Background: an optimization exercise with open tools, aiming at small area. Do not read the settings as production practice.
Where RTL was checked, it was by simulation tests only, not by an equivalence proof against the original.
Function not checked in runs 3 and 6: the RTL went through the layout flow alone.
Power figures rest on the tool's default switching activity, not on a simulated workload.

$ cat flow/flow/run.sh
#!/bin/bash
# The standard synthesis, then the standard layout with: the ports
# buffered by the smallest buffer, one tie cell per constant kept as
# synthesis made it, and a clock tree of clkbuf_8 without dummy loads.
# ORFS writes each step's log under orfs/logs; the make output of each part
# goes to its own log here.
set -euo pipefail
bash standard.sh synth > synth.log 2>&1
export BUFFER_PORTS_ARGS="-buffer_cell sky130_fd_sc_hd__buf_1"
export SKIP_REPAIR_TIE_FANOUT=1
export CTS_ARGS="-sink_clustering_enable -repair_clock_nets -buf_list sky130_fd_sc_hd__clkbuf_8 -dont_use_dummy_load"
bash standard.sh finish > layout.log 2>&1
$ cat flow/standard.sh
#!/bin/bash
# synth_recipe.tcl (not shown) runs the flow's synth.tcl, then flattens the netlist and writes it again
# the make line also repeats each setting of config.mk as NAME=value (left out here)
make -C /OpenROAD-flow-scripts/flow DESIGN_CONFIG=/design/flow/config.mk WORK_HOME=/design/flow/orfs CLKGATE_MAP_FILE= SYNTH_SCRIPT=/design/flow/synth_recipe.tcl "${@:-finish}"
$ cat flow/config.mk
export PLATFORM = sky130hd
export DESIGN_NAME = relaymux
export DESIGN_NICKNAME = relaymux
export VERILOG_FILES = /design/flow/design.v
export SDC_FILE = /design/flow/constraint.sdc
export NUM_CORES = 4
export LEC_CHECK = 0
export CAP_MARGIN = 20
export CORE_MARGIN = 2
export CORE_UTILIZATION = 40
export PLACE_DENSITY = 0.6
export SLEW_MARGIN = 20
$ cat flow/constraint.sdc
create_clock -name core_clock -period 10.0 [get_ports {clk}]
set_input_delay 2.0000 -clock core_clock [delete_from_list [all_inputs] [get_ports {clk}]]
set_output_delay 2.0000 -clock core_clock [all_outputs]
set_load 0.01 [all_outputs]
$ cat flow/design.v
module relaymux_debouncer (
    input  logic       clk,
    input  logic       rst,
    input  logic       tick,
    input  logic [1:0] btn_raw,
    input  logic       take,
    output logic       quiet,
    output logic [1:0] acc
);
    localparam logic [6:0] L_START = 7'h47;    
    localparam logic [6:0] L_END   = 7'h7F;
    logic [6:0] left;
    assign quiet = (acc != 2'b00) && (left == L_END);
    always_ff @(posedge clk) begin
        if (rst)
            acc <= 2'b00;
        else
            acc <= ((take && quiet) ? 2'b00 : acc) | (tick ? btn_raw : 2'b00);
    end
    always_ff @(posedge clk) begin
        if (tick) begin
            if (btn_raw != 2'b00) left <= L_START;
            else if (left != L_END) left <= {left[5:0], left[6] ^ left[5]};
        end
    end
endmodule
module relaymux_relay_bank (
    input  logic       clk,
    input  logic       rst,
    input  logic       wr,
    input  logic [7:0] wdata,
    output logic [7:0] relay
);
    always_ff @(posedge clk) begin
        if (rst)     relay <= 8'h00;
        else if (wr) relay <= wdata;
    end
endmodule
module relaymux_ctrl (
    input  logic        clk,
    input  logic        rst,
    input  logic        cmd_valid,
    input  logic [31:0] cmd_data,
    input  logic        cmd_last,
    input  logic        cmd_err,
    output logic        cmd_ready,
    input  logic        rsp_ready,
    output logic        rsp_valid,
    output logic [31:0] rsp_data,
    output logic        rsp_last,
    output logic [1:0]  man_evt,
    output logic        man_evt_stb,
    input  logic        quiet,
    input  logic [1:0]  acc,
    output logic        take,
    input  logic        tick,
    input  logic [7:0]  relay,
    output logic        seq,
    output logic        rb_wr,
    output logic [7:0]  rb_val
);
    localparam logic [1:0] PH_HDR  = 2'd0;
    localparam logic [1:0] PH_OPEN = 2'd1;    
    localparam logic [1:0] PH_AT   = 2'd2;    
    localparam logic [1:0] PH_BODY = 2'd3;
    localparam logic [5:0] SETTLE = 6'd9;     
    localparam logic [135:0] IDENT = "relaymux v7 #00A7";
    function automatic logic [7:0] cycle_next(input logic [7:0] r);
        cycle_next = 8'h00;
        if (r == 8'h00) cycle_next = 8'h01;
        else for (int i = 0; i < 7; i++) if (r[i]) cycle_next = 8'h01 << (i + 1);
        if (r[7]) cycle_next = 8'h00;
    endfunction
    function automatic logic ge_const(input int v, input logic [4:0] c);
        ge_const = 1'b1;
        for (int b = 0; b < 5; b++)
            ge_const = v[b] ? (!c[b] || ge_const) : (!c[b] && ge_const);
    endfunction
    function automatic logic gt4(input logic [3:0] a, input logic [3:0] b);
        gt4 = 1'b0;
        for (int i = 0; i < 4; i++)
            gt4 = (a[i] && !b[i]) || ((a[i] || !b[i]) && gt4);
    endfunction
    function automatic logic [5:0] dec6(input logic [5:0] c);
        logic borrow;
        borrow = 1'b1;
        for (int i = 0; i < 6; i++) begin
            dec6[i] = c[i] ^ borrow;
            borrow  = borrow && !c[i];
        end
    endfunction
    function automatic logic [3:0] low_chan(input logic [7:0] m);
        low_chan = 4'd8;
        for (int i = 6; i >= 0; i--) if (m[i]) low_chan = 4'(i + 1);
    endfunction
    logic        args;       
    logic        rsp;        
    logic [3:0]  op;
    logic [2:0]  err;
    logic [31:0] nq;         
    logic [7:0]  mask;       
    logic [5:0]  cnt;
    logic [1:0]  ph;
    logic [1:0]  mev;
    logic        mev_stb;
    logic idle;
    assign idle = !args && !rsp && !seq;
    assign take        = idle;
    assign cmd_ready   = (idle && !quiet) || args;
    assign rsp_valid   = rsp;
    assign man_evt     = mev;
    assign man_evt_stb = mev_stb;
    logic [3:0] dop;
    logic       illegal;
    logic       d_list, d_num;       
    logic       o_list, o_num;       
    assign dop     = cmd_data[3:0];
    assign illegal = (cmd_data[31:4] != 28'd0) || dop == 4'h0 || (dop[3] && (dop[2] || dop[1])) || cmd_err;
    assign d_list  = dop == 4'h1 || dop == 4'h2 || dop == 4'h3;
    assign d_num   = dop == 4'h6 || dop == 4'h7;
    assign o_list  = op == 4'h1 || op == 4'h2 || op == 4'h3;
    assign o_num   = op == 4'h6 || op == 4'h7;
    logic [1:0]  e_kind;
    logic [7:0]  e_from, e_ch, e_lo;
    logic        malf, chan_bad, ord_bad, long_bad;
    logic [3:0]  lo, hi;
    logic [2:0]  diff;      
    logic [5:0]  qsum;      
    logic [7:0]  rmask;
    logic [2:0]  rot;
    logic [7:0]  r8;        
    logic [31:0] ge;        
    logic [2:0]  list_err, num_err, w_err, a_err;
    always_comb begin
        e_kind   = cmd_data[31:30];
        e_from   = cmd_data[15:8];
        e_ch     = cmd_data[7:0];
        e_lo     = e_kind[0] ? e_from : e_ch;
        malf     = cmd_err || e_kind[1] || cmd_data[29:16] != 14'd0 ||
                   (!e_kind[0] && e_from != 8'd0);
        chan_bad = !(e_lo[7:4] == 4'd0 && (e_lo[3] ? e_lo[2:0] == 3'd0 : e_lo[2:0] != 3'd0)) ||
                   !(e_ch[7:4] == 4'd0 && (e_ch[3] ? e_ch[2:0] == 3'd0 : e_ch[2:0] != 3'd0));
        lo       = e_lo[3:0];
        hi       = e_ch[3:0];
        diff     = hi[2:0] - lo[2:0];
        ord_bad  = gt4(lo, hi);
        qsum     = cnt + {3'd0, diff} + 6'd1;
        long_bad = (op == 4'h3) && qsum[5] && (qsum[4:0] != 5'd0);
        for (int j = 0; j < 8; j++)
            rmask[j] = !gt4(lo, 4'(j + 1)) && !gt4(4'(j + 1), hi);
        rot = lo[2:0] - 3'd1 - cnt[2:0];
        for (int i = 0; i < 8; i++) r8[i] = relay[3'(i + rot)];
        for (int p = 0; p < 32; p++) ge[p] = ge_const(p, cnt[4:0]);
        list_err = malf ? 3'd3 : chan_bad ? 3'd4 : ord_bad ? 3'd6 : long_bad ? 3'd7 : 3'd0;
        num_err  = ph[0] ? 3'd5 : cmd_err ? 3'd3 : 3'd0;
        w_err    = o_list ? list_err : o_num ? num_err : 3'd0;
        a_err    = (err != 3'd0) ? err : w_err;
    end
    logic [3:0] pc1;
    logic s1, c1, s2, c2, s3, c3, k0, s5, c5, k1;
    always_comb begin
        s1  = relay[0] ^ relay[1] ^ relay[2];
        c1  = (relay[0] & relay[1]) | (relay[2] & (relay[0] ^ relay[1]));
        s2  = relay[3] ^ relay[4] ^ relay[5];
        c2  = (relay[3] & relay[4]) | (relay[5] & (relay[3] ^ relay[4]));
        s3  = !(relay[6] ^ relay[7]);
        c3  = relay[6] | relay[7];
        k0  = (s1 & s2) | (s3 & (s1 ^ s2));
        s5  = c1 ^ c2 ^ c3;
        c5  = (c1 & c2) | (c3 & (c1 ^ c2));
        k1  = s5 & k0;
        pc1 = {c5 & k1, c5 ^ k1, s5 ^ k0, s1 ^ s2 ^ s3};
    end
    logic        n_args, n_rsp, n_seq, n_mev_stb;
    logic [3:0]  n_op;
    logic [2:0]  n_err;
    logic [7:0]  n_mask;
    logic [5:0]  n_cnt;
    logic [1:0]  n_ph, n_mev;
    logic        manual, hdr_acc, arg_acc, fin, r_acc;
    logic [3:0]  f_op;
    logic [7:0]  rem;        
    assign rem  = relay & ~mask;
    assign mask = ~nq[7:0];
    logic [7:0]  w_mask;     
    assign w_mask = o_list ? (mask | rmask) : o_num ? cmd_data[7:0] : mask;
    logic        k_str;
    always_comb begin
        n_args    = args;
        n_rsp     = rsp;
        n_seq     = seq;
        n_op      = op;
        n_err     = err;
        n_mask    = mask;
        n_cnt     = cnt;
        n_ph      = ph;
        n_mev     = mev;
        n_mev_stb = 1'b0;
        rb_wr     = 1'b0;
        rb_val    = 8'h00;
        manual  = idle && quiet;
        hdr_acc = idle && !quiet && cmd_valid;
        arg_acc = args && cmd_valid;
        fin     = (hdr_acc || arg_acc) && cmd_last;
        f_op    = hdr_acc ? dop : op;
        r_acc   = rsp && rsp_ready;
        k_str = err == 3'd0 && op == 4'h5;
        if (manual) begin
            rb_wr     = 1'b1;
            rb_val    = 8'h00;
            n_seq     = 1'b1;
            n_cnt     = SETTLE;
            n_ph      = {!acc[1], 1'b1};
            n_mask    = cycle_next(relay);
            n_mev     = acc;
            n_mev_stb = 1'b1;
        end
        if (hdr_acc) begin
            n_op    = dop;
            n_mask  = 8'h00;
            n_cnt   = 6'd0;
            n_ph[0] = 1'b0;
            n_args  = !cmd_last;
            n_err   = illegal ? 3'd1 : (cmd_last && (d_list || d_num)) ? 3'd2 : 3'd0;
        end
        if (arg_acc) begin
            n_ph[0] = 1'b1;
            n_err   = a_err;
            n_mask  = w_mask;
            if (op == 4'h3) n_cnt = qsum;
            if (cmd_last) n_args = 1'b0;
        end
        if (fin) begin
            if (n_err != 3'd0) begin
                n_rsp = 1'b1;
                n_cnt = 6'd0;
                n_ph  = PH_HDR;
            end else begin
                case (f_op)
                    4'h1, 4'h2, 4'h4, 4'h6, 4'h7: begin
                        rb_wr = 1'b1;
                        n_seq = 1'b1;
                        n_cnt = SETTLE;
                        n_ph  = {f_op[2] & f_op[1], 1'b0};
                        case (op)
                            4'h1:    rb_val = relay & ~w_mask;
                            4'h2:    rb_val = relay | w_mask;
                            4'h6:    rb_val = relay & w_mask;
                            4'h7:    rb_val = relay | w_mask;
                            default: rb_val = 8'h00;
                        endcase
                        if (hdr_acc) rb_val = 8'h00;
                    end
                    4'h3: begin n_rsp = 1'b1; n_ph = PH_HDR; end
                    4'h5: begin
                        n_rsp  = 1'b1;
                        n_ph   = PH_HDR;
                        n_cnt  = {1'b0, pc1, relay == 8'h00};
                    end
                    4'h8:    begin n_rsp = 1'b1; n_ph = PH_HDR; n_cnt = 6'd1;  end
                    default: begin n_rsp = 1'b1; n_ph = PH_HDR; n_cnt = 6'd17; end
                endcase
            end
        end
        if (seq && tick) begin
            if (cnt != 6'd0) begin
                n_cnt = dec6(cnt);
            end else if (ph[1]) begin
                rb_wr   = 1'b1;
                rb_val  = mask;
                n_cnt   = SETTLE;
                n_ph[1] = 1'b0;
            end else begin
                n_seq = 1'b0;
                if (!ph[0]) begin
                    n_rsp = 1'b1;
                    n_ph  = PH_HDR;
                end
            end
        end
        if (r_acc) begin
            if (cnt == 6'd0) n_rsp = 1'b0;
            else             n_cnt = dec6(cnt);
            case (ph)
                PH_HDR:  n_ph = k_str ? PH_OPEN : PH_BODY;
                PH_OPEN: n_ph = PH_AT;
                default: n_ph = PH_BODY;
            endcase
            if (ph == PH_BODY && k_str && cnt[0])
                for (int i = 0; i < 8; i++)
                    n_mask[i] = mask[i] || (rem[i] && ((rem & ((8'd1 << i) - 8'd1)) == 8'd0));
        end
    end
    logic q_sh;
    assign q_sh = r_acc && ph == PH_BODY;
    always_ff @(posedge clk) begin
        for (int p = 0; p < 32; p++) begin
            if (rsp && !(p < 8 && k_str)) begin
                if (q_sh) nq[p] <= (p == 31) ? 1'b1 : nq[(p + 1) % 32];
            end else if (args && op == 4'h3) begin
                if (ge[p]) nq[p] <= !r8[p % 8];
            end else if (p < 8) begin
                nq[p] <= !n_mask[p % 8];
            end
        end
    end
    logic [3:0] r_kind;
    logic [7:0] body;
    always_comb begin
        if (err != 3'd0) r_kind = 4'hF;
        else case (op)
            4'h3:    r_kind = 4'h1;
            4'h5:    r_kind = 4'h3;
            4'h8:    r_kind = 4'h2;
            4'h9:    r_kind = 4'h4;
            default: r_kind = 4'h0;
        endcase
        case (r_kind)
            4'h1:    body = {7'd0, !nq[0]};
            4'h2:    body = relay;
            4'h3:    body = (cnt == 6'd0) ? 8'h29 :
                            cnt[0] ? {4'h3, low_chan(rem)} : 8'h2C;
            default: body = IDENT[8 * cnt[4:0] +: 8];
        endcase
        if (!rsp)                 rsp_data = 32'h0;
        else if (ph == PH_HDR)    rsp_data = {r_kind, 4'h0, 5'd0, err, 10'd0, cnt};
        else if (ph == PH_OPEN)   rsp_data = 32'h28;
        else if (ph == PH_AT)     rsp_data = 32'h40;
        else                      rsp_data = {24'd0, body};
    end
    assign rsp_last = rsp && cnt == 6'd0;
    always_ff @(posedge clk) begin
        if (rst) begin
            args    <= 1'b0;
            rsp     <= 1'b0;
            seq     <= 1'b0;
            mev     <= 2'b00;
            mev_stb <= 1'b0;
        end else begin
            args    <= n_args;
            rsp     <= n_rsp;
            seq     <= n_seq;
            mev     <= n_mev;
            mev_stb <= n_mev_stb;
        end
    end
    always_ff @(posedge clk) begin
        op   <= n_op;
        err  <= n_err;
        cnt  <= n_cnt;
        ph   <= n_ph;
    end
endmodule
module relaymux (
    input  logic        clk,
    input  logic        rst,
    input  logic        tick,
    input  logic [1:0]  btn_raw,
    input  logic        cmd_valid,
    input  logic [31:0] cmd_data,
    input  logic        cmd_last,
    input  logic        cmd_err,
    input  logic        rsp_ready,
    output logic [7:0]  relay_out,
    output logic        cmd_ready,
    output logic        rsp_valid,
    output logic [31:0] rsp_data,
    output logic        rsp_last,
    output logic        busy,
    output logic [1:0]  man_evt,
    output logic        man_evt_stb
);
    logic       quiet;
    logic [1:0] acc;
    logic       take;
    logic [7:0] relay;
    logic       seq;
    logic       rb_wr;
    logic [7:0] rb_val;
    logic        c_cmd_ready;
    logic        c_rsp_valid;
    logic [31:0] c_rsp_data;
    logic        c_rsp_last;
    logic [1:0]  c_man_evt;
    logic        c_man_evt_stb;
    relaymux_debouncer u_deb (
        .clk     (clk),
        .rst     (rst),
        .tick    (tick),
        .btn_raw (btn_raw),
        .take    (take),
        .quiet   (quiet),
        .acc     (acc)
    );
    relaymux_relay_bank u_bank (
        .clk   (clk),
        .rst   (rst),
        .wr    (rb_wr),
        .wdata (rb_val),
        .relay (relay)
    );
    relaymux_ctrl u_ctrl (
        .clk         (clk),
        .rst         (rst),
        .cmd_valid   (cmd_valid),
        .cmd_data    (cmd_data),
        .cmd_last    (cmd_last),
        .cmd_err     (cmd_err),
        .cmd_ready   (c_cmd_ready),
        .rsp_ready   (rsp_ready),
        .rsp_valid   (c_rsp_valid),
        .rsp_data    (c_rsp_data),
        .rsp_last    (c_rsp_last),
        .man_evt     (c_man_evt),
        .man_evt_stb (c_man_evt_stb),
        .quiet       (quiet),
        .acc         (acc),
        .take        (take),
        .tick        (tick),
        .relay       (relay),
        .seq         (seq),
        .rb_wr       (rb_wr),
        .rb_val      (rb_val)
    );
    assign relay_out   = rst ? 8'h00 : relay;
    assign cmd_ready   = rst ? 1'b0  : c_cmd_ready;
    assign rsp_valid   = rst ? 1'b0  : c_rsp_valid;
    assign rsp_data    = rst ? 32'h0 : c_rsp_data;
    assign rsp_last    = rst ? 1'b0  : c_rsp_last;
    assign busy        = rst ? 1'b0  : seq;
    assign man_evt     = rst ? 2'b00 : c_man_evt;
    assign man_evt_stb = rst ? 1'b0  : c_man_evt_stb;
endmodule
==> flow_metrics.tcl, run 1 <==
set metrics [dict create \
    finalClockSkew_ns 0.0376 \
    cts_tree "built" \
    grt_pass1_wl_mm 35.5 \
    peakVddDrop_uv 107 \
    powerDensity_nw_per_um2 205 \
    rsz0062_at_grt "no" \
    cts_hold_buf 0 \
    synthCells 875 \
    nFillCells 1738 \
    crit_chain "buf_1, inv_1, o21ai_0, ha_1, inv_1, fa_1, fa_1, a21oi_1, nor2_1, xnor2_1, a22oi_1, or3_4, o211ai_1, inv_2, nor3_4, nand3_2, o211ai_1" \
    hold_viol_final 0 \
    drive_gt1_frac 0.0527 \
    drt_iter0_markers 877 \
    reg2reg_from "u_ctrl.cnt[0]$_DFF_P_" \
    rows 47 \
    critical_path.endpoint "u_bank.relay[0]$_SDFFE_PP0P_" \
    core-area_sq_um 16500 \
    start_kind "input port" \
    min_from "u_ctrl.mev[0]$_SDFFE_PP0P_" \
    synth_edf_count 39 \
    clock_sinks 70 \
    antenna_left 0 \
    relSlewSlack 0.371 \
    finalSetupViolCount 0 \
    antenna-diode-count 0 \
    design.die.area_sq_um 17800 \
    critPathMaxFanout 7 \
    synth-seq-cells 70 \
    htree_levels 3 \
    intPower_mw 0.734 \
    worstMarginPinSlew_ns 0.941 \
    critPathSlowestCell "o21ai_0" \
    place_hpwl_mm 17.2 \
    fin_crit_sh 0.649 \
    p_leak_nw 2.58 \
    start_util 0.407 \
    r2r_end "u_bank.relay[0]$_SDFFE_PP0P_" \
    utilization 0.430 \
    clk_latency_ns 0.38 \
    finalWirelength_mm 22.6 \
    pin_count 88 \
    crit_arrival_ns 6.77 \
    syn_to_final_growth_pct 5.67 \
    most-common-layout-cells "nand2_1 (117), nor2_1 (109), buf_1 (70), o21ai_0 (63), a21oi_1 (48)" \
    yosysWarnings 3 \
    cap_violations 0 \
    required_ns 10.28 \
    period_needed_ns 6.49 \
    post-cts-setup-buffers 0 \
    hold_class "flop to flop" \
    dr.pass1.iters 5 \
    outcome "timing/DRC/antenna clean" \
    critical-path-max-stage-delay_ns 0.67 \
    die_y_microns 133 \
    grt-ovfl-total 0 \
    cts_buffers 9 \
    place.gp.congestion 0.919 \
    switchingPower_mw 0.719 \
    ys_seq_area_frac 0.267 \
    reg2regPathDepth 12 \
    antenna_found_initial 0 \
    cts_root_buffer "clkbuf_8" \
    ctsResizeCount 0 \
    portBuffers 70 \
    regToRegSetupSlack_ns 6.02 \
    fin_setup_tns_ns 0 \
    grt_pass1_vias 6318 \
    fp.dieW_microns 133 \
    cp-startpoint "cmd_data[0]" \
    ys_types 76 \
    layout_commonest_cell "nand2_1" \
    ys.flop_type "edfxtp_1" \
    wire_per_inst_microns 20.3 \
    ys_async_sr_fraction 0 \
    clockBufferDepth 2 \
    viasPerCell 6.17 \
    grtUsageTotal 0.256 \
    vias 6863 \
    synth_nets 955 \
    crit_type "input port to flop" \
    syn_area_per_cell_sq_um 7.67 \
    grt_max_degree 46 \
    power_frac_seq 0.329 \
    netlist_area_sq_um 6710 \
    fmax_ghz 0.154 \
    clock_power_share 0.126 \
    switching_share 0.495 \
    pwr-share-comb 0.545 \
    drc 0 \
    path_clk_slew_ns 0.07 \
    critPathCaptureType "flop" \
    drv_slew 0 \
    fin_nets 974 \
]
[critical path, delay by kind of cell]
family	cells	cell delay, ns
AOI/OAI and AO/OA	5	1.62
xor gates and xnor gates	1	0.24
and+or+nand+nor	4	1.09
buffers and inverters	4	0.58
adders and majority gates	3	1.22
[cells by family after synthesis]
logic type | synth area share
AND/OR/NAND/NOR | 0.258
AO/OA/AOI/OAI | 0.254
buffers and inverters | 0.0774
flip-flops | 0.267
adder cells (fa/ha/maj) | 0.0806
multiplexers | 0.0422
XOR/XNOR | 0.0196
other | 0.000559
[routing by layer]
metal | share of wire | track usage | vias to the layer above
met4 | 0.031 | 0.0928 | 0
met3 | 0.088 | 0.0381 | 55
li1 | - | - | 3202
met1 | 0.44 | 0.366 | 3240
met5 | 0 | 0 | -
met2 | 0.44 | 0.395 | 366
[layout make-up]
type                            count  area (sq um)  share of cell area
Clock buffer                        9           124              0.0175
Timing Repair Buffer               78           323              0.0455
Tap cell                          220           275              0.0388
Inverter                           46           173              0.0244
Sequential cell                    70          1790               0.253
Multi-Input combinational cell    689          4400               0.621
[worst min-delay path by stage]
stage | end | slack (ns) | cells after the start
after floorplan | u_ctrl.mev[0]$_SDFFE_PP0P_ | 0.43 | 2
after global placement | u_ctrl.mev[1]$_SDFFE_PP0P_ | 0.44 | 2
after detailed placement | u_ctrl.mev[0]$_SDFFE_PP0P_ | 0.45 | 2
after CTS | u_ctrl.mev[0]$_SDFFE_PP0P_ | 0.46 | 2
after global routing | u_ctrl.mev[1]$_SDFFE_PP0P_ | 0.50 | 2
final | u_ctrl.mev[0]$_SDFFE_PP0P_ | 0.46 | 2
[cell usage after synthesis (all sizes together) (4+ instances only)]
master  count  area share
dfxtp      31       0.093
nor4        9      0.0084
mux4        8       0.027
ha         32       0.060
nor3       17       0.014
a32o        4      0.0060
and3       12       0.012
nor2b      12       0.011
o22ai       6      0.0056
buf        26       0.027
nand2     117       0.065
nor2      109       0.061
nand2b      8      0.0075
a21o       18       0.020
a21oi      48       0.036
o21a        6      0.0067
nand3      27       0.021
a32oi      11       0.014
a221o       8       0.012
nor3b       8      0.0090
a221oi     11       0.014
a22oi       9       0.010
xor2        9       0.012
edfxtp     39        0.17
inv        44       0.025
clkbuf     44       0.025
o21ai      65       0.048
xnor2       6      0.0078
nand4      14       0.015
mux2i       8       0.012
or3        13       0.013
and2        9      0.0084
a31oi      15       0.014
o221ai      4      0.0052
fa          7       0.021
o211ai     14       0.016
[state kept, by name, summed over array words and instances, names as in the netlist, 2 cells and up]
signal        count
u_deb.acc         2
u_bank.relay      8
u_ctrl.err        3
u_ctrl.ph         2
u_ctrl.cnt        6
u_ctrl.nq        32
u_deb.left        7
u_ctrl.op         4
u_ctrl.mev        2
[power groups by stage]
stage	logic (mW)	clock network (mW)	registers, mW
final	0.791	0.184	0.478
after global routing	0.869	0.197	0.482
after CTS	0.780	0.186	0.471
after detailed placement	0.777	0	0.477
after global placement	0.777	0	0.479
after floorplan	0.624	0	0.399
[through the flow]
step / hold slack [ns] / instance area (sq um) / total power [mW] / setup slack [ns] / instances
3_3_place_gp: 0.444 / 6960 / 1.26 / 3.33 / 1103
3_5_place_dp: 0.450 / 6960 / 1.25 / 3.21 / 1103
2_1_floorplan: 0.432 / 6710 / 1.02 / 3.90 / 875
4_1_cts: 0.461 / 7090 / 1.44 / 3.56 / 1112
5_1_grt: 0.497 / 7090 / 1.55 / 3.11 / 1112
6_report: 0.458 / 7090 / 1.45 / 3.51 / 1112
==> run 2: changes to the inputs <==
--- a/flow/design.v
+++ b/flow/design.v
@@ -204,7 +204,7 @@
         fin     = (hdr_acc || arg_acc) && cmd_last;
         f_op    = hdr_acc ? dop : op;
         r_acc   = rsp && rsp_ready;
-        k_str = err == 3'd0 && op == 4'h5;
+        k_str = op == 4'h5;
         if (manual) begin
             rb_wr     = 1'b1;
             rb_val    = 8'h00;
@@ -315,12 +315,12 @@
             4'h9:    r_kind = 4'h4;
             default: r_kind = 4'h0;
         endcase
-        case (r_kind)
-            4'h1:    body = {7'd0, !nq[0]};
-            4'h2:    body = relay;
-            4'h3:    body = (cnt == 6'd0) ? 8'h29 :
+        case (op)
+            4'h3:    body = {7'd0, !nq[0]};
+            4'h8:    body = relay;
+            4'h5:    body = (cnt == 6'd0) ? 8'h29 :
                             cnt[0] ? {4'h3, low_chan(rem)} : 8'h2C;
-            default: body = IDENT[8 * cnt[4:0] +: 8];
+            default: body = cnt[4] ? IDENT[135:128] : IDENT[8 * cnt[3:0] +: 8];
         endcase
         if (!rsp)                 rsp_data = 32'h0;
         else if (ph == PH_HDR)    rsp_data = {r_kind, 4'h0, 5'd0, err, 10'd0, cnt};
==> run 2 against run 1 <==
First-iteration DRC count rose by 4.0%. Synthesized cell count is 4.0% lower. Core utilization fell by 0.36 points. Largest cell class unchanged. Hold slack lost 0.0051 ns. Power down 17%. Still clean on timing, DRC and antenna. Design area is 0.48% lower. Clock-buffer cell count unchanged. Clock skew shrank 0.018 ns. Critical endpoint is now u_bank.relay[2]$_SDFFE_PP0P_. Setup slack improved by 0.78 ns.
==> flow_metrics.tcl, run 2 <==
set metrics [dict create \
    outcome "timing/DRC/antenna clean" \
    dp_slack_ns 3.95 \
    synth_edf_count 39 \
    netlist_area_sq_um 6720 \
    critPathMaxFanout 13 \
    rsz0062_at_grt "no" \
    design.die.area_sq_um 17800 \
    critical-path-max-stage-delay_ns 0.55 \
    top_regs "u_ctrl.nq x32, u_bank.relay x8, u_deb.left x7" \
    finalWirelength_mm 22.7 \
    path_clk_slew_ns 0.08 \
    place.gp.congestion 0.972 \
    clockBufferDepth 2 \
    syn_to_final_growth_pct 5.01 \
    seq_area_sq_um 1790 \
    post-cts-setup-buffers 0 \
    most-common-layout-cells "nand2_1 (96), nor2_1 (91), buf_1 (70), a21oi_1 (58), inv_1 (50)" \
    reg2reg_from "u_ctrl.cnt[0]$_DFF_P_" \
    fin_crit_sh 0.571 \
    finalSetupViolCount 0 \
    fp.dieW_microns 134 \
    ys.flop_type "edfxtp_1" \
    path_delay_family "compound AO/OA/AOI/OAI gates" \
    place_hpwl_mm 17.3 \
    r2r_end "u_ctrl.nq[5]$_DFFE_PP_" \
    final.setup.worst_slack_ns 4.29 \
    cts_hold_buf 0 \
    crit_type "input port to flop" \
    antenna_found_initial 0 \
    cpMostUsedCell "fa_1" \
    hold_class "flop to flop" \
    p_leak_nw 2.59 \
    ctsResizeCount 0 \
    worst-path-buf-inv 2 \
    antenna_left 0 \
    synth-seq-cells 70 \
    start_kind "input port" \
    drive_gt1_frac 0.0724 \
    synthTopCellsByArea "edfxtp_1 (17%), dfxtp_1 (9.2%), ha_1 (6.1%)" \
    ys_types 88 \
    cp_num_cells 13 \
    multiInputGateArea_sq_um 4350 \
    critPathCaptureType "flop" \
    largest-register "u_ctrl.nq" \
    yosysWarnings 3 \
    crit_chain "buf_1, mux2_2, inv_1, fa_1, fa_1, a21o_2, a32oi_1, and4b_2, a21oi_2, a211oi_4, nand3_4, o211a_4, a211o_1" \
    portBuffers 70 \
    fin_nets 939 \
    worstMarginPinSlew_ns 1.11 \
    drv_slew 0 \
    antenna-diode-count 0 \
    cap_violations 0 \
    finalClockSkew_ns 0.0192 \
    cts_buffers 9 \
    grt_pass1_vias 6139 \
    synth_nets 921 \
    grt_max_degree 41 \
    wire_per_inst_microns 21.1 \
    core-area_sq_um 16500 \
    ys_async_sr_fraction 0 \
    grt-ovfl-total 0 \
    die_y_microns 134 \
    htree_levels 3 \
    required_ns 10.26 \
    nFillCells 1685 \
    relSlewSlack 0.253 \
    netlist_top_cells_count "nand2_1 (96), nor2_1 (91), a21oi_1 (58)" \
    synth_top_cell_by_area "edfxtp_1" \
    ys_seq_area_frac 0.267 \
    p_total_mw 1.21 \
    largest_reg_flops 32 \
    synth.most_common_cell "nand2_1" \
    peakVddDrop_uv 66.9 \
    dr.pass1.iters 5 \
    vias 6579 \
    hold_viol_final 0 \
    start_util 0.407 \
    powerDensity_nw_per_um2 171 \
    syn_area_per_cell_sq_um 8.00 \
    layout_commonest_cell "nand2_1" \
    critical_path.endpoint "u_bank.relay[2]$_SDFFE_PP0P_" \
    synth_top_cell_area_share 0.174 \
    critPathSlowestCell "fa_1" \
    grt_pass1_wl_mm 35.0 \
    grtUsageTotal 0.255 \
    rows 47 \
    drt_iter0_markers 912 \
    fmax_ghz 0.175 \
    cts_root_buffer "clkbuf_8" \
    period_needed_ns 5.71 \
    cts_tree "built" \
    clock_sinks 70 \
    regToRegSetupSlack_ns 6.25 \
    pin_count 88 \
    fin_setup_tns_ns 0 \
    cp-startpoint "cmd_data[1]" \
    clk_latency_ns 0.38 \
    reg2regPathDepth 11 \
    drc 0 \
    viasPerCell 6.11 \
    crit_arrival_ns 5.97 \
    synthCells 840 \
]
[run 2: changes by cell type after synthesis, moves of 10 or more]
cell | before | now
a21oi_1 | 48 | 58
nand2_1 | 117 | 96
nor2_1 | 109 | 91
o21ai_0 | 63 | 41
buf_2 | 3 | 16
clkbuf_1 | 43 | 31
[run 2: per-layer routing]
layer,track usage,share of wire,up-vias
met5,0,0,-
met4,0.0757,0.024,0
met3,0.0514,0.083,46
met2,0.384,0.43,328
met1,0.368,0.46,3115
li1,-,-,3090
[run 2: layout make-up]
class | instances | share of cell area
Sequential cell | 70 | 0.254
Timing Repair Buffer | 77 | 0.0447
Tap cell | 220 | 0.0390
Inverter | 52 | 0.0277
Multi-Input combinational cell | 648 | 0.617
Clock buffer | 9 | 0.0176
[run 2: worst register-to-register path, stage by stage, from the launching register on]
cell,delay [ns]
dfxtp_1,0.50
inv_1,0.39
ha_1,0.22
inv_1,0.05
fa_1,0.68
inv_1,0.16
ha_1,0.44
mux4_2,0.55
mux2i_1,0.29
a21oi_1,0.11
o21ai_0,0.09
o21a_1,0.14
[run 2: logic make-up after synthesis]
family                     after synthesis  synth area share
other                                    1          0.000558
buffers and inverters                  122            0.0862
AOI/OAI and AO/OA                      255             0.263
muxes                                   26            0.0574
DFF                                     70             0.267
and+or+nand+nor                        313             0.224
adders and majority gates               40            0.0823
xor gates and xnor gates                13            0.0192
[run 2: how the worst min path moves through the flow]
stage	from	to	slack (ns)	cells after the start
3_3_place_gp	u_ctrl.mev[1]$_SDFFE_PP0P_	u_ctrl.mev[1]$_SDFFE_PP0P_	0.44	2
2_1_floorplan	u_ctrl.mev[0]$_SDFFE_PP0P_	u_ctrl.mev[0]$_SDFFE_PP0P_	0.43	2
4_1_cts	u_ctrl.mev[1]$_SDFFE_PP0P_	u_ctrl.mev[1]$_SDFFE_PP0P_	0.46	2
3_5_place_dp	u_ctrl.mev[1]$_SDFFE_PP0P_	u_ctrl.mev[1]$_SDFFE_PP0P_	0.44	2
5_1_grt	u_ctrl.mev[1]$_SDFFE_PP0P_	u_ctrl.mev[1]$_SDFFE_PP0P_	0.48	2
6_report	u_ctrl.mev[1]$_SDFFE_PP0P_	u_ctrl.mev[1]$_SDFFE_PP0P_	0.45	2
[run 2: per-stage QoR]
stage               cells  area (sq um)  hold slack [ns]  utilization
floorplan             840          6720            0.427            -
global placement     1067          6930            0.439        0.419
detailed placement   1067          6930            0.443        0.419
CTS                  1076          7050            0.456        0.427
global route         1076          7050            0.482        0.427
finish               1076          7050            0.453        0.427
[run 2: power by group]
group / internal (mW) / total [mW] / leakage (nW) / switching, mW
sequential: 0.339 / 0.419 / 0.602 / 0.0807
combinational: 0.225 / 0.600 / 1.93 / 0.375
clock: 0.0804 / 0.186 / 0.0647 / 0.106
==> run 3: changes to the inputs <==
--- a/flow/design.v
+++ b/flow/design.v
@@ -297,9 +297,9 @@
         for (int p = 0; p < 32; p++) begin
             if (rsp && !(p < 8 && k_str)) begin
                 if (q_sh) nq[p] <= (p == 31) ? 1'b1 : nq[(p + 1) % 32];
-            end else if (args && op == 4'h3) begin
+            end else if (p >= 8 || (args && op == 4'h3)) begin
                 if (ge[p]) nq[p] <= !r8[p % 8];
-            end else if (p < 8) begin
+            end else begin
                 nq[p] <= !n_mask[p % 8];
             end
         end
==> run 3 against run 2 <==
Critical path type unchanged. Die area up 1.6%. Clock-buffer cell count did not move. Design area rose by 1.8%. Critical endpoint is now u_bank.relay[7]$_SDFFE_PP0P_. Sequential cell count is the same. Critical path depth rose by 3. Largest power group unchanged. Register-to-register slack got worse by 0.09 ns. Area after synthesis increased by 1.6%. Largest cell class unchanged. Clock power barely moved. Maximum frequency shrank 3.0%. Still clean on timing, DRC and antenna. Sequential power grew 2%. Sequential share of layout area decreased by 0.45 points. Power fell by 1.5%.
==> flow_metrics.tcl, run 3 <==
set metrics [dict create \
    hold_class "flop to flop" \
    cts_tree "built" \
    regToRegSetupSlack_ns 6.16 \
    power_frac_seq 0.359 \
    synth_top_family_by_area "simple AND/OR/NAND/NOR gates" \
    synth_xor_area_frac 0.0180 \
    synth_adder_area_share 0.0810 \
    place_hpwl_mm 18.6 \
    reg2reg_from "u_ctrl.cnt[0]$_DFF_P_" \
    post-cts-setup-buffers 0 \
    synth_top_cell_area_share 0.172 \
    layout_commonest_cell "nand2_1" \
    synth_edf_count 39 \
    dpl_cell_area_sq_um 7050 \
    clock_sinks 70 \
    largest-register "u_ctrl.nq" \
    reg2regPathDepth 13 \
    antenna_found_initial 0 \
    grt_pass1_vias 6394 \
    relSlewSlack 0.349 \
    grt-ovfl-total 0 \
    place.gp.congestion 0.963 \
    p_leak_nw 2.64 \
    finalSetupViolCount 0 \
    drt_iter0_markers 715 \
    start_util 0.410 \
    synth_top_cell_by_area "edfxtp_1" \
    drive_gt1_frac 0.0624 \
    most-common-layout-cells "nand2_1 (114), nor2_1 (109), buf_1 (70), a21oi_1 (66), o21ai_0 (51)" \
    ys_async_sr_fraction 0 \
    drc 0 \
    cts_hold_buf 0 \
    rows 47 \
    fin_crit_sh 0.589 \
    syn_to_final_growth_pct 5.19 \
    crit_type "input port to flop" \
    fp.dieW_microns 135 \
    fin_nets 981 \
    synthCells 885 \
    hold_viol_final 0 \
    htree_levels 3 \
    worstMarginPinSlew_ns 0.967 \
    die_y_microns 135 \
    viasPerCell 6.26 \
    drv_slew 0 \
    cts_root_buffer "clkbuf_8" \
    wire_per_inst_microns 21.7 \
    critPathMaxFanout 21 \
    grtUsageTotal 0.269 \
    required_ns 10.33 \
    path_clk_slew_ns 0.08 \
    synth_compound_area_frac 0.242 \
    yosysWarnings 3 \
    switchingPower_mw 0.549 \
    cap_violations 0 \
    synthTopCellsByArea "edfxtp_1 (17%), dfxtp_1 (9.1%), nand2_1 (6.3%)" \
    synthMuxAreaShare 0.0669 \
    clockBufferDepth 2 \
    synth-seq-cells 70 \
    netlist_top_cells_count "nand2_1 (114), nor2_1 (109), a21oi_1 (66)" \
    netlist_area_sq_um 6830 \
    design.die.area_sq_um 18100 \
    critPathCaptureType "flop" \
    pwr-share-comb 0.486 \
    synth.most_common_cell "nand2_1" \
    switching_share 0.462 \
    worstHoldPathCells 2 \
    layout.cells.non_filler 1118 \
    finalClockSkew_ns 0.0207 \
    dr.pass1.iters 5 \
    clock_power_share 0.154 \
    outcome "timing/DRC/antenna clean" \
    ctsResizeCount 0 \
    min_from "u_ctrl.mev[1]$_SDFFE_PP0P_" \
    period_needed_ns 5.89 \
    grt_pass1_wl_mm 37.0 \
    p_total_mw 1.19 \
    start_kind "input port" \
    largest_reg_flops 32 \
    r2r_end "u_bank.relay[7]$_SDFFE_PP0P_" \
    fin_setup_tns_ns 0 \
    holdPathEnd "u_ctrl.mev[1]$_SDFFE_PP0P_" \
    synthSimpleGateAreaFrac 0.250 \
    top_regs "u_ctrl.nq x32, u_bank.relay x8, u_deb.left x7" \
    syn_area_per_cell_sq_um 7.72 \
    vias 7001 \
    clk_latency_ns 0.38 \
    powerDensity_nw_per_um2 165 \
    fin_area_sq_um 7180 \
    peakVddDrop_uv 69.5 \
    synth_nets 966 \
    ys_types 80 \
    fmax_ghz 0.170 \
    ys.flop_type "edfxtp_1" \
    rsz0062_at_grt "no" \
    intPower_mw 0.639 \
    pin_count 88 \
    portBuffers 70 \
    final.setup.worst_slack_ns 4.11 \
    crit_arrival_ns 6.22 \
    cts_buffers 9 \
    utilization 0.432 \
    antenna-diode-count 0 \
    core-area_sq_um 16600 \
    antenna_left 0 \
    finalWirelength_mm 24.2 \
    dp_slack_ns 3.81 \
    ys_seq_area_frac 0.262 \
    dp_cells 1109 \
    grt_max_degree 41 \
    hold_ws_ns 0.447 \
]
-- run 3: cell types whose count changed after synthesis, moves of 7 or more --
cell	delta
a21oi_1	+8
a32oi_1	-9
and3_1	+7
buf_2	-12
clkbuf_1	+10
inv_1	-7
nand2_1	+18
nor2_1	+18
o21ai_0	+10
-- run 3: logic make-up after synthesis --
| family | Yosys count |
|---|---|
| mux | 31 |
| compound gates | 250 |
| simple gates | 360 |
| fa+ha+maj | 40 |
| xor+xnor | 14 |
| buf+inv | 119 |
| flops | 70 |
| other cells | 1 |
-- run 3: power by group through the flow --
stage | clock [mW] | sequential, mW | combinational, mW
floorplan | 0 | 0.369 | 0.455
global placement | 0 | 0.427 | 0.562
detailed placement | 0 | 0.427 | 0.560
CTS | 0.186 | 0.421 | 0.564
global route | 0.197 | 0.429 | 0.631
finish | 0.183 | 0.427 | 0.577
-- run 3: worst max-delay path, stage by stage --
cell      delay [ns]
buf_1           0.31
mux2i_1         0.33
inv_1           0.14
ha_1            0.20
inv_1           0.07
fa_1            0.47
fa_1            0.47
a21oi_1         0.16
nor2_1          0.06
xnor2_1         0.16
o41ai_1         0.65
a31oi_1         0.23
a211oi_2        0.26
buf_4           0.28
and4_4          0.30
a211o_1         0.13
-- run 3: layout make-up --
type / count / area (sq um)
timing repair buffer: 76 / 308
clock buffer: 9 / 124
inverter: 47 / 176
tap: 220 / 275
multi-input combinational: 696 / 4510
fill: 1737 / 9460
sequential: 70 / 1790
-- run 3: worst max path at each step --
stage / start / to / slack [ns] / depth (start not counted)
floorplan: cmd_data[30] / u_bank.relay[7]$_SDFFE_PP0P_ / 4.44 / 16
global placement: cmd_data[30] / u_bank.relay[7]$_SDFFE_PP0P_ / 3.94 / 13
detailed placement: cmd_data[30] / u_bank.relay[7]$_SDFFE_PP0P_ / 3.81 / 16
CTS: cmd_data[30] / u_bank.relay[7]$_SDFFE_PP0P_ / 4.19 / 16
global route: cmd_data[30] / u_bank.relay[4]$_SDFFE_PP0P_ / 3.85 / 16
finish: cmd_data[30] / u_bank.relay[7]$_SDFFE_PP0P_ / 4.11 / 16
-- run 3: per-layer routing --
metal / global-route usage / share of wire / routed length (microns) / up-vias
met5: 0 / 0 / 0 / -
met4: 0.160 / 0.061 / 1470 / 0
met3: 0.0492 / 0.087 / 2100 / 89
met2: 0.409 / 0.44 / 10700 / 424
met1: 0.357 / 0.41 / 9990 / 3270
li1: - / - / - / 3218
==> run 4: changes to the inputs <==
--- a/flow/design.v
+++ b/flow/design.v
@@ -242,14 +242,13 @@
                         n_seq = 1'b1;
                         n_cnt = SETTLE;
                         n_ph  = {f_op[2] & f_op[1], 1'b0};
-                        case (op)
+                        case (f_op)
                             4'h1:    rb_val = relay & ~w_mask;
                             4'h2:    rb_val = relay | w_mask;
                             4'h6:    rb_val = relay & w_mask;
                             4'h7:    rb_val = relay | w_mask;
                             default: rb_val = 8'h00;
                         endcase
-                        if (hdr_acc) rb_val = 8'h00;
                     end
                     4'h3: begin n_rsp = 1'b1; n_ph = PH_HDR; end
                     4'h5: begin
@@ -297,9 +296,9 @@
         for (int p = 0; p < 32; p++) begin
             if (rsp && !(p < 8 && k_str)) begin
                 if (q_sh) nq[p] <= (p == 31) ? 1'b1 : nq[(p + 1) % 32];
-            end else if (p >= 8 || (args && op == 4'h3)) begin
+            end else if (args && op == 4'h3) begin
                 if (ge[p]) nq[p] <= !r8[p % 8];
-            end else begin
+            end else if (p < 8) begin
                 nq[p] <= !n_mask[p % 8];
             end
         end
==> run 4 against run 3 <==
Die area shrank 3.0%. Sequential share of layout area rose by 0.70 points. Critical endpoint is now u_ctrl.cnt[1]$_DFF_P_. Combinational power up 48%. Core utilization shrank 0.42 points. Wire length fell by 6.2%. Still clean on timing, DRC and antenna. Critical path type unchanged. Clock skew up 0.00085 ns. Hold slack better by 0.0049 ns.
==> flow_metrics.tcl, run 4 <==
set metrics [dict create \
    relSlewSlack 0.302 \
    min_from "u_ctrl.mev[1]$_SDFFE_PP0P_" \
    most-common-layout-cells "nor2_1 (107), nand2_1 (96), buf_1 (70), a21oi_1 (64), o21ai_0 (53)" \
    syn_area_per_cell_sq_um 7.67 \
    synth_nets 944 \
    cap_violations 0 \
    switching_share 0.500 \
    crit_type "input port to flop" \
    hold_class "flop to flop" \
    required_ns 10.26 \
    layout_commonest_cell "nor2_1" \
    synth-seq-cells 70 \
    die_y_microns 133 \
    netlist_top_cells_count "nor2_1 (107), nand2_1 (96), a21oi_1 (64)" \
    drt_iter0_markers 815 \
    synth.most_common_cell "nor2_1" \
    fin_setup_tns_ns 0 \
    start_kind "input port" \
    outcome "timing/DRC/antenna clean" \
    fp.dieW_microns 133 \
    grt-ovfl-total 0 \
    grt_pass1_vias 6158 \
    post-cts-setup-buffers 0 \
    syn_to_final_growth_pct 5.60 \
    clock_sinks 70 \
    final.setup.worst_slack_ns 3.44 \
    critPathCaptureType "flop" \
    period_needed_ns 6.56 \
    ys.flop_type "edfxtp_1" \
    nFillCells 1749 \
    cts_tree "built" \
    vias 6694 \
    synth_edf_count 39 \
    grt_max_degree 42 \
    reg2reg_from "u_ctrl.cnt[0]$_DFF_P_" \
    dpl_cell_area_sq_um 6860 \
    antenna_found_initial 0 \
    finalWirelength_mm 22.7 \
    design.die.area_sq_um 17600 \
    multiInputGateArea_sq_um 4310 \
    fin_crit_sh 0.656 \
    synth_adder_area_share 0.0836 \
    clockBufferDepth 2 \
    yosysWarnings 3 \
    drv_slew 0 \
    cp-startpoint "cmd_data[1]" \
    start_util 0.405 \
    switchingPower_mw 0.764 \
    worst-path-buf-inv 2 \
    largest-register "u_ctrl.nq" \
    intPower_mw 0.764 \
    critical-path-max-stage-delay_ns 0.66 \
    cts_root_buffer "clkbuf_8" \
    rsz0062_at_grt "no" \
    synth_top_cell_area_share 0.177 \
    critPathMaxFanout 10 \
    cts_hold_buf 0 \
    crit_arrival_ns 6.83 \
    synthSimpleGateAreaFrac 0.245 \
    pin_count 88 \
    synthMuxAreaShare 0.0416 \
    grtUsageTotal 0.255 \
    synth_top_cell_by_area "edfxtp_1" \
    powerDensity_nw_per_um2 219 \
    viasPerCell 6.11 \
    place_hpwl_mm 17.4 \
    p_leak_nw 2.57 \
    ys_async_sr_fraction 0 \
    power_frac_seq 0.320 \
    crit_chain "buf_1, clkinv_1, o21a_1, fa_1, fa_1, a21o_1, a32oi_1, and4b_1, a2111oi_0, or2_0, a311o_1, nor3_2, a31oi_1, o31ai_1" \
    dr.pass1.iters 6 \
    cts_buffers 9 \
    synth_xor_area_frac 0.0185 \
    ys_types 79 \
    drive_gt1_frac 0.0457 \
    core-area_sq_um 16300 \
    clock_power_share 0.120 \
    worstMarginPinSlew_ns 1.04 \
    largest_reg_flops 32 \
    netlist_area_sq_um 6620 \
    path_clk_slew_ns 0.07 \
    top_regs "u_ctrl.nq x32, u_bank.relay x8, u_deb.left x7" \
    drc 0 \
    finalSetupViolCount 0 \
    peakVddDrop_uv 90.8 \
    seq_area_sq_um 1790 \
    pwr-share-comb 0.560 \
    finalClockSkew_ns 0.0216 \
    dp_slack_ns 3.19 \
    portBuffers 70 \
    ctsResizeCount 0 \
    hold_viol_final 0 \
    synth_compound_area_frac 0.261 \
    critPathSlowestCell "nor3_2" \
    path_delay_family "compound AO/OA/AOI/OAI gates" \
    synthCells 863 \
    p_total_mw 1.53 \
    cpMostUsedCell "fa_1" \
    fmax_ghz 0.152 \
    synth_top_family_by_area "compound AO/OA/AOI/OAI gates" \
    clk_latency_ns 0.36 \
    synthTopCellsByArea "edfxtp_1 (18%), dfxtp_1 (9.4%), ha_1 (6.2%)" \
    htree_levels 3 \
    wire_per_inst_microns 20.7 \
    rows 47 \
    ys_seq_area_frac 0.271 \
    antenna-diode-count 0 \
    antenna_left 0 \
    fin_nets 959 \
    grt_pass1_wl_mm 35.2 \
    place.gp.congestion 0.927 \
    fin_area_sq_um 6990 \
]
[run 4: area by class of cell]
class                      count  area share
clock buffer                   9      0.0177
inverter                      46      0.0247
multi-input combinational    674       0.617
sequential                    70       0.256
tap                          220      0.0394
timing repair buffer          77      0.0451
[run 4: final timing paths]
path | end | slack, ns | cells past startpoint
hold reg to reg | u_ctrl.mev[1]$_SDFFE_PP0P_ | 0.45 | 2
hold / removal | u_ctrl.mev[1]$_SDFFE_PP0P_ | 0.45 | 2
setup / recovery | u_ctrl.cnt[1]$_DFF_P_ | 3.44 | 14
setup reg to reg | u_ctrl.cnt[1]$_DFF_P_ | 5.77 | 13
[run 4: logic make-up after synthesis]
kind of cell / after synthesis
mux: 16
other cells: 1
compound gates: 262
simple gates: 341
xor+xnor: 14
buf+inv: 119
flops: 70
fa+ha+maj: 40
[run 4: worst register-to-register path: stages (launching register included)]
cell	delay [ns]
dfxtp_1	0.68
inv_1	0.27
ha_1	0.27
inv_1	0.08
fa_1	0.24
nand3_1	0.10
a32oi_1	0.31
and4b_1	0.27
a2111oi_0	0.11
or2_0	0.28
a311o_1	0.31
nor3_2	0.66
a31oi_1	0.27
o31ai_1	0.30
[run 4: power by group through the flow]
stage / clock network, mW / logic (mW) / registers, mW
floorplan: 0 / 0.673 / 0.399
global placement: 0 / 0.828 / 0.488
detailed placement: 0 / 0.836 / 0.488
CTS: 0.184 / 0.840 / 0.482
global route: 0.196 / 0.937 / 0.495
finish: 0.184 / 0.856 / 0.488
[run 4: layer usage]
metal  part of all wire  track usage
met1               0.43        0.346
met3              0.074       0.0383
met5                  0            0
met4              0.044        0.110
met2               0.45        0.406
[run 4: stage by stage]
| step | std cells | hold WS [ns] | utilization |
|---|---|---|---|
| 2_1_floorplan | 863 | 0.432 | - |
| 6_report | 1096 | 0.452 | 0.427 |
| 5_1_grt | 1096 | 0.495 | 0.427 |
| 3_3_place_gp | 1086 | 0.450 | 0.419 |
| 4_1_cts | 1095 | 0.456 | 0.427 |
| 3_5_place_dp | 1086 | 0.446 | 0.419 |
==> run 5: changes to the inputs <==
--- a/flow/config.mk
+++ b/flow/config.mk
@@ -7,6 +7,6 @@
 export LEC_CHECK = 0
 export CAP_MARGIN = 20
 export CORE_MARGIN = 2
-export CORE_UTILIZATION = 40
-export PLACE_DENSITY = 0.6
+export CORE_UTILIZATION = 55
+export PLACE_DENSITY = 0.7
 export SLEW_MARGIN = 20
==> run 5 against run 4 <==
Still clean. Power is essentially flat. Non-clock buffer count shrank 2. Critical endpoint is now u_bank.relay[6]$_SDFFE_PP0P_. Sequential cell count is the same. Sequential power is essentially flat. Synthesized cell count is the same. Setup slack lost 0.21 ns. Die area shrank 27%. Combinational power is essentially flat. Clock skew grew 0.00067 ns. Hold slack lost 0.00075 ns. Highest routed layer unchanged. First-iteration DRC count shrank 1.1%.
==> flow_metrics.tcl, run 5 <==
set metrics [dict create \
    outcome "timing/DRC/antenna clean" \
    dr.pass1.iters 8 \
    synth_top_cell_by_area "edfxtp_1" \
    switchingPower_mw 0.764 \
    drive_gt1_frac 0.0435 \
    powerDensity_nw_per_um2 222 \
    netlist_area_sq_um 6620 \
    met2_usage 0.555 \
    cts_hold_buf 0 \
    worstMarginPinSlew_ns 1.18 \
    grt_pass1_vias 6226 \
    rows 40 \
    grtUsageTotal 0.349 \
    rsz0062_at_grt "no" \
    hold_viol_final 0 \
    ys_types 79 \
    synthSimpleGateAreaFrac 0.245 \
    vias 6774 \
    synth.most_common_cell "nor2_1" \
    fmax_ghz 0.148 \
    path_clk_slew_ns 0.07 \
    ctsResizeCount 0 \
    worst-path-buf-inv 2 \
    p_leak_nw 2.56 \
    relSlewSlack 0.191 \
    hold_ws_ns 0.451 \
    synth_xor_area_frac 0.0185 \
    grt.busiest_layer "met2" \
    peakVddDrop_uv 148 \
    switching_share 0.500 \
    crit_type "input port to flop" \
    cts_root_buffer "clkbuf_8" \
    die_y_microns 114 \
    synth_top_cell_area_share 0.177 \
    worstHoldPathCells 2 \
    required_ns 10.24 \
    synth_nets 944 \
    drt_iter0_markers 806 \
    grt-ovfl-total 0 \
    cts_tree "built" \
    place.gp.congestion 0.956 \
    synth_top_family_by_area "compound AO/OA/AOI/OAI gates" \
    synth_edf_count 39 \
    antenna_left 0 \
    syn_to_final_growth_pct 3.99 \
    dp_slack_ns 2.93 \
    yosysWarnings 3 \
    start_util 0.558 \
    fin_crit_sh 0.678 \
    synthCells 863 \
    finalSetupViolCount 0 \
    finalWirelength_mm 22.4 \
    clock_sinks 70 \
    drc 0 \
    grt_max_degree 42 \
    finalClockSkew_ns 0.0222 \
    ys_async_sr_fraction 0 \
    cts_buffers 9 \
    gr-usage-met3 0.0510 \
    ys_seq_area_frac 0.271 \
    period_needed_ns 6.78 \
    critPathMaxFanout 10 \
    hold_class "flop to flop" \
    reg2regPathDepth 13 \
    path_delay_family "compound AO/OA/AOI/OAI gates" \
    pin_count 88 \
    synth-seq-cells 70 \
    final.setup.worst_slack_ns 3.22 \
    largest_reg_flops 32 \
    fin_nets 957 \
    place_hpwl_mm 17.0 \
    synthTopCellsByArea "edfxtp_1 (18%), dfxtp_1 (9.4%), ha_1 (6.2%)" \
    antenna_found_initial 0 \
    grt_pass1_wl_mm 34.7 \
    start_kind "input port" \
    critPathSlowestCell "a2111oi_0" \
    intPower_mw 0.765 \
    drv_slew 0 \
    clk_latency_ns 0.37 \
    clock_power_share 0.121 \
    most-common-layout-cells "nor2_1 (107), nand2_1 (96), buf_1 (70), a21oi_1 (64), o21ai_0 (53)" \
    synth_adder_area_share 0.0836 \
    core-area_sq_um 11900 \
    antenna-diode-count 0 \
    crit_arrival_ns 7.02 \
    fin_setup_tns_ns 0 \
    largest-register "u_ctrl.nq" \
    netlist_top_cells_count "nor2_1 (107), nand2_1 (96), a21oi_1 (64)" \
    syn_area_per_cell_sq_um 7.67 \
    ys.flop_type "edfxtp_1" \
    cap_violations 0 \
    crit_chain "buf_1, clkinv_1, o21a_1, fa_1, fa_1, nand3_1, a32oi_1, and4b_1, a2111oi_0, nor2_1, a221oi_1, or4_4, nand2_1, o211a_1" \
    critPathCaptureType "flop" \
    viasPerCell 6.63 \
    htree_levels 3 \
    critical-path-max-stage-delay_ns 0.93 \
    cpMostUsedCell "fa_1" \
    clockBufferDepth 2 \
    synthMuxAreaShare 0.0416 \
    cp_num_cells 14 \
    dp_cells 1012 \
    grtUsageMet1 0.478 \
    wire_per_inst_microns 22.0 \
    post-cts-setup-buffers 0 \
    top_regs "u_ctrl.nq x32, u_bank.relay x8, u_deb.left x7" \
    synth_compound_area_frac 0.261 \
    pwr-share-comb 0.559 \
    layout_commonest_cell "nor2_1" \
    p_total_mw 1.53 \
    design.die.area_sq_um 12900 \
    portBuffers 70 \
    fp.dieW_microns 114 \
    power_frac_seq 0.320 \
    layout.cells.non_filler 1021 \
]
-- run 5: worst register-to-register path, stage by stage (launching register included) --
cell and delay [ns]:
dfxtp_1 0.48, inv_1 0.28, ha_1 0.22, inv_1 0.06, fa_1 0.44, nand3_1 0.11
a32oi_1 0.14, and4b_1 0.25, a2111oi_0 0.93, nor2_1 0.08, a221oi_1 0.54, or4_4 0.29
nand2_1 0.21, o211a_1 0.28
-- run 5: cells by family after synthesis --
kind of cell | count (synthesis)
adder cells (fa/ha/maj) | 40
AND/OR/NAND/NOR | 341
AO/OA/AOI/OAI | 262
buffers and inverters | 119
flip-flops | 70
other | 1
XOR/XNOR | 14
multiplexers | 16
-- run 5: through the flow --
stage,util,instance area (sq um)
CTS,0.580,6880
global placement,0.570,6760
floorplan,-,6620
global route,0.580,6880
detailed placement,0.570,6760
finish,0.580,6880
-- run 5: final cells by class --
class	instances	area, sq um
sequential	70	1790
fill	1131	4980
multi-input combinational	674	4310
tap	147	184
inverter	46	173
timing repair buffer	75	300
clock buffer	9	124
-- run 5: path summary, 6_finish.rpt --
kind | from | endpoint | slack, ns
max | cmd_data[1] | u_bank.relay[6]$_SDFFE_PP0P_ | 3.22
min | u_ctrl.mev[0]$_SDFFE_PP0P_ | u_ctrl.mev[0]$_SDFFE_PP0P_ | 0.45
max reg2reg | u_ctrl.cnt[0]$_DFF_P_ | u_bank.relay[6]$_SDFFE_PP0P_ | 5.55
min reg2reg | u_ctrl.mev[0]$_SDFFE_PP0P_ | u_ctrl.mev[0]$_SDFFE_PP0P_ | 0.45
-- run 5: per-layer routing --
metal,vias to the layer above,wire (microns)
li1,3157,-
met1,3174,9200
met2,378,10200
met3,65,2120
met4,0,909
met5,-,0
-- run 5: power groups by stage --
stage          Clock, mW  Combinational, mW  Sequential (mW)
2_1_floorplan          0              0.673            0.399
3_3_place_gp           0              0.817            0.485
3_5_place_dp           0              0.828            0.487
4_1_cts            0.185              0.834            0.481
5_1_grt            0.195              0.932            0.494
6_report           0.185              0.854            0.489
==> run 6: changes to the inputs <==
--- a/flow/design.v
+++ b/flow/design.v
@@ -81,14 +81,6 @@
         for (int i = 0; i < 4; i++)
             gt4 = (a[i] && !b[i]) || ((a[i] || !b[i]) && gt4);
     endfunction
-    function automatic logic [5:0] dec6(input logic [5:0] c);
-        logic borrow;
-        borrow = 1'b1;
-        for (int i = 0; i < 6; i++) begin
-            dec6[i] = c[i] ^ borrow;
-            borrow  = borrow && !c[i];
-        end
-    endfunction
     function automatic logic [3:0] low_chan(input logic [7:0] m);
         low_chan = 4'd8;
         for (int i = 6; i >= 0; i--) if (m[i]) low_chan = 4'(i + 1);
@@ -185,6 +177,8 @@
     logic [7:0]  w_mask;     
     assign w_mask = o_list ? (mask | rmask) : o_num ? cmd_data[7:0] : mask;
     logic        k_str;
+    logic        cnt_dn;
+    logic [5:0]  cnt_tgl;
     always_comb begin
         n_args    = args;
         n_rsp     = rsp;
@@ -263,7 +257,6 @@
         end
         if (seq && tick) begin
             if (cnt != 6'd0) begin
-                n_cnt = dec6(cnt);
             end else if (ph[1]) begin
                 rb_wr   = 1'b1;
                 rb_val  = mask;
@@ -279,7 +272,6 @@
         end
         if (r_acc) begin
             if (cnt == 6'd0) n_rsp = 1'b0;
-            else             n_cnt = dec6(cnt);
             case (ph)
                 PH_HDR:  n_ph = k_str ? PH_OPEN : PH_BODY;
                 PH_OPEN: n_ph = PH_AT;
@@ -289,6 +281,9 @@
                 for (int i = 0; i < 8; i++)
                     n_mask[i] = mask[i] || (rem[i] && ((rem & ((8'd1 << i) - 8'd1)) == 8'd0));
         end
+        cnt_dn = ((seq && tick) || r_acc) && cnt != 6'd0;
+        for (int i = 0; i < 6; i++) cnt_tgl[i] = cnt_dn && (cnt & ((6'd1 << i) - 6'd1)) == 6'd0;
+        if (cnt_dn) n_cnt = cnt ^ cnt_tgl;
     end
     logic q_sh;
     assign q_sh = r_acc && ph == PH_BODY;
--- a/flow/config.mk
+++ b/flow/config.mk
@@ -7,6 +7,6 @@
 export LEC_CHECK = 0
 export CAP_MARGIN = 20
 export CORE_MARGIN = 2
-export CORE_UTILIZATION = 55
-export PLACE_DENSITY = 0.7
+export CORE_UTILIZATION = 40
+export PLACE_DENSITY = 0.6
 export SLEW_MARGIN = 20
==> run 6 against run 5 <==
Non-clock buffer count rose by 2. Combinational power fell by 5.7%. Global-route usage down 9.0 points. Power is 5.6% lower. Setup slack improved by 0.17 ns. Register-to-register slack gained 0.02 ns.
==> flow_metrics.tcl, run 6 <==
set metrics [dict create \
    worstMarginPinSlew_ns 0.951 \
    synth_nets 952 \
    seq_area_sq_um 1790 \
    post-cts-setup-buffers 0 \
    ys_seq_area_frac 0.267 \
    grt_max_degree 44 \
    outcome "timing/DRC/antenna clean" \
    multiInputGateArea_sq_um 4380 \
    drive_gt1_frac 0.0507 \
    cts_hold_buf 0 \
    finalClockSkew_ns 0.0314 \
    drc 0 \
    netlist_top_cells_count "nand2_1 (120), nor2_1 (96), a21oi_1 (71)" \
    path_clk_slew_ns 0.07 \
    synth_edf_count 39 \
    cap_violations 0 \
    htree_levels 3 \
    yosysWarnings 3 \
    synth-seq-cells 70 \
    p_leak_nw 2.63 \
    drv_slew 0 \
    antenna-diode-count 0 \
    clockBufferDepth 2 \
    fin_nets 964 \
    largest_reg_flops 32 \
    grtUsageTotal 0.259 \
    critPathCaptureType "flop" \
    cts_root_buffer "clkbuf_8" \
    clk_latency_ns 0.38 \
    synthCells 877 \
    syn_to_final_growth_pct 5.28 \
    grt-ovfl-total 0 \
    start_util 0.407 \
    finalSetupViolCount 0 \
    hold_class "flop to flop" \
    powerDensity_nw_per_um2 204 \
    place_hpwl_mm 17.5 \
    most-common-layout-cells "nand2_1 (120), nor2_1 (95), a21oi_1 (71), buf_1 (70), inv_1 (45)" \
    hold_viol_final 0 \
    wire_per_inst_microns 20.9 \
    viasPerCell 6.08 \
    ys_types 78 \
    core-area_sq_um 16500 \
    worstHoldPathCells 2 \
    drt_iter0_markers 826 \
    synth_top_cell_by_area "edfxtp_1" \
    period_needed_ns 6.60 \
    fmax_ghz 0.151 \
    relSlewSlack 0.364 \
    grt_pass1_vias 6221 \
    portBuffers 70 \
    ys_async_sr_fraction 0 \
    clock_sinks 70 \
    synthTopCellsByArea "edfxtp_1 (17%), dfxtp_1 (9.3%), nand2_1 (6.7%)" \
    vias 6733 \
    netlist_area_sq_um 6710 \
    syn_area_per_cell_sq_um 7.65 \
    place.gp.congestion 0.959 \
    critPathMaxFanout 12 \
    die_y_microns 133 \
    finalWirelength_mm 23.1 \
    rsz0062_at_grt "no" \
    fp.dieW_microns 133 \
    ys.flop_type "edfxtp_1" \
    fin_crit_sh 0.660 \
    required_ns 10.26 \
    cts_buffers 9 \
    synth_top_cell_area_share 0.175 \
    crit_type "input port to flop" \
    peakVddDrop_uv 111 \
    largest-register "u_ctrl.nq" \
    crit_arrival_ns 6.87 \
    reg2regPathDepth 12 \
    grt_pass1_wl_mm 35.8 \
    layout_commonest_cell "nand2_1" \
    design.die.area_sq_um 17800 \
    hold_ws_ns 0.468 \
    fin_setup_tns_ns 0 \
    dr.pass1.iters 7 \
    ctsResizeCount 0 \
    nFillCells 1744 \
    pin_count 88 \
    rows 47 \
    start_kind "input port" \
    antenna_found_initial 0 \
    antenna_left 0 \
    cts_tree "built" \
    top_regs "u_ctrl.nq x32, u_bank.relay x8, u_deb.left x7" \
    synth.most_common_cell "nand2_1" \
]
run 6: cell types whose count changed after synthesis, sizes merged, moves of 8 or more:
cell and delta:
o22ai -12, nand2 +24, a21oi +8, o21ai -10
a21o -12, nor2 -11, mux2i +15
run 6: metrics by stage:
stage / setup WS [ns] / power (mW) / cell area (sq um) / cells / utilization
finish: 3.40 / 1.44 / 7060 / 1107 / 0.429
global route: 3.07 / 1.53 / 7060 / 1107 / 0.429
CTS: 3.48 / 1.43 / 7060 / 1107 / 0.429
detailed placement: 3.12 / 1.24 / 6940 / 1098 / 0.421
global placement: 3.28 / 1.24 / 6940 / 1098 / 0.421
floorplan: 3.99 / 1.02 / 6710 / 877 / -
run 6: cell families (layout without fill, tap and decap cells):
family          after synthesis  after routing  share of synthesized area
mux                          30             30                     0.0601
flops                        70             70                      0.267
fa+ha+maj                    34             34                     0.0713
compound gates              239            239                      0.243
xor+xnor                     12             12                     0.0157
simple gates                368            368                      0.262
other cells                   1              1                   0.000559
buf+inv                     123            133                     0.0804
run 6: area by class of cell:
type                            instances  share of cell area
Clock buffer                            9              0.0175
Sequential cell                        70               0.254
Timing Repair Buffer                   77              0.0446
Multi-Input combinational cell        684               0.620
Inverter                               47              0.0250
Tap cell                              220              0.0390
run 6: final timing paths:
check | startpoint | end | slack (ns)
min | u_ctrl.mev[0]$_SDFFE_PP0P_ | u_ctrl.mev[0]$_SDFFE_PP0P_ | 0.47
max | cmd_data[30] | u_bank.relay[4]$_SDFFE_PP0P_ | 3.40
max reg2reg | u_ctrl.cnt[0]$_DFF_P_ | u_bank.relay[4]$_SDFFE_PP0P_ | 5.57
min reg2reg | u_ctrl.mev[0]$_SDFFE_PP0P_ | u_ctrl.mev[0]$_SDFFE_PP0P_ | 0.47
run 6: report_power, final:
group | total (mW) | leakage (nW) | switching (mW) | internal (mW)
sequential | 0.454 | 0.591 | 0.100 | 0.354
clock | 0.185 | 0.0647 | 0.104 | 0.0803
combinational | 0.805 | 1.97 | 0.517 | 0.288
run 6: critical path, cell delays in order:
cell and delay [ns]:
buf_1 0.37, mux2i_1 0.68, fa_1 0.59, fa_1 0.50, xor2_1 0.18, nor3b_1 0.36
a41oi_1 0.17, o21ai_1 0.18, a21oi_2 0.14, o31ai_2 0.41, nand4_1 0.56, and2_1 0.46
a211oi_1 0.26
run 6: per-layer routing:
| metal | vias to the layer above | GRT usage | wire length [microns] |
|---|---|---|---|
| met3 | 38 | 0.0476 | 1800 |
| met4 | 0 | 0.0898 | 644 |
| li1 | 3179 | - | - |
| met1 | 3200 | 0.362 | 10000 |
| met5 | - | 0 | 0 |
| met2 | 316 | 0.404 | 10600 |

separate check: timing with driven ports:
The flow's constraints put no driver on any port. The routed layouts listed below were extracted and timed again, unchanged, in two steps.
Step 1 sets driving cells, clkbuf_16 on the clock port and buf_2 on the other inputs (assumed; they add their load-dependent delay and slew).
Step 2, shift: input delay + t, output delay - t, t = (earliest + latest rising clock arrival at the registers) / 2. This alone moves slack from input paths to output paths.
Three values: ideal ports, drivers, drivers and shift; two values: the first two.
run	t, ns	slack for setup (ns)	clock arrival spread, ns	worst slew at a driven data input, ns	cell pins on the clock port's net
run 1	0.398	3.507 / 3.520 / 3.121	0.038 / 0.037	0.03	1
run 2	0.403	4.285 / 4.296 / 3.893	0.020 / 0.020	0.03	1
run 3	0.409	4.108 / 4.124 / 3.714	0.023 / 0.023	0.03	1
run 4	0.388	3.436 / 3.444 / 3.056	0.021 / 0.022	0.03	1
run 5	0.400	3.222 / 3.234 / 2.833	0.022 / 0.023	0.04	1
run 6	0.399	3.396 / 3.400 / 3.001	0.031 / 0.031	0.04	1
After both steps every run listed still meets setup and hold. For run 6, which loses most, drivers alone change the setup slack by +0.004 ns; drivers and shift together by -0.395 ns.
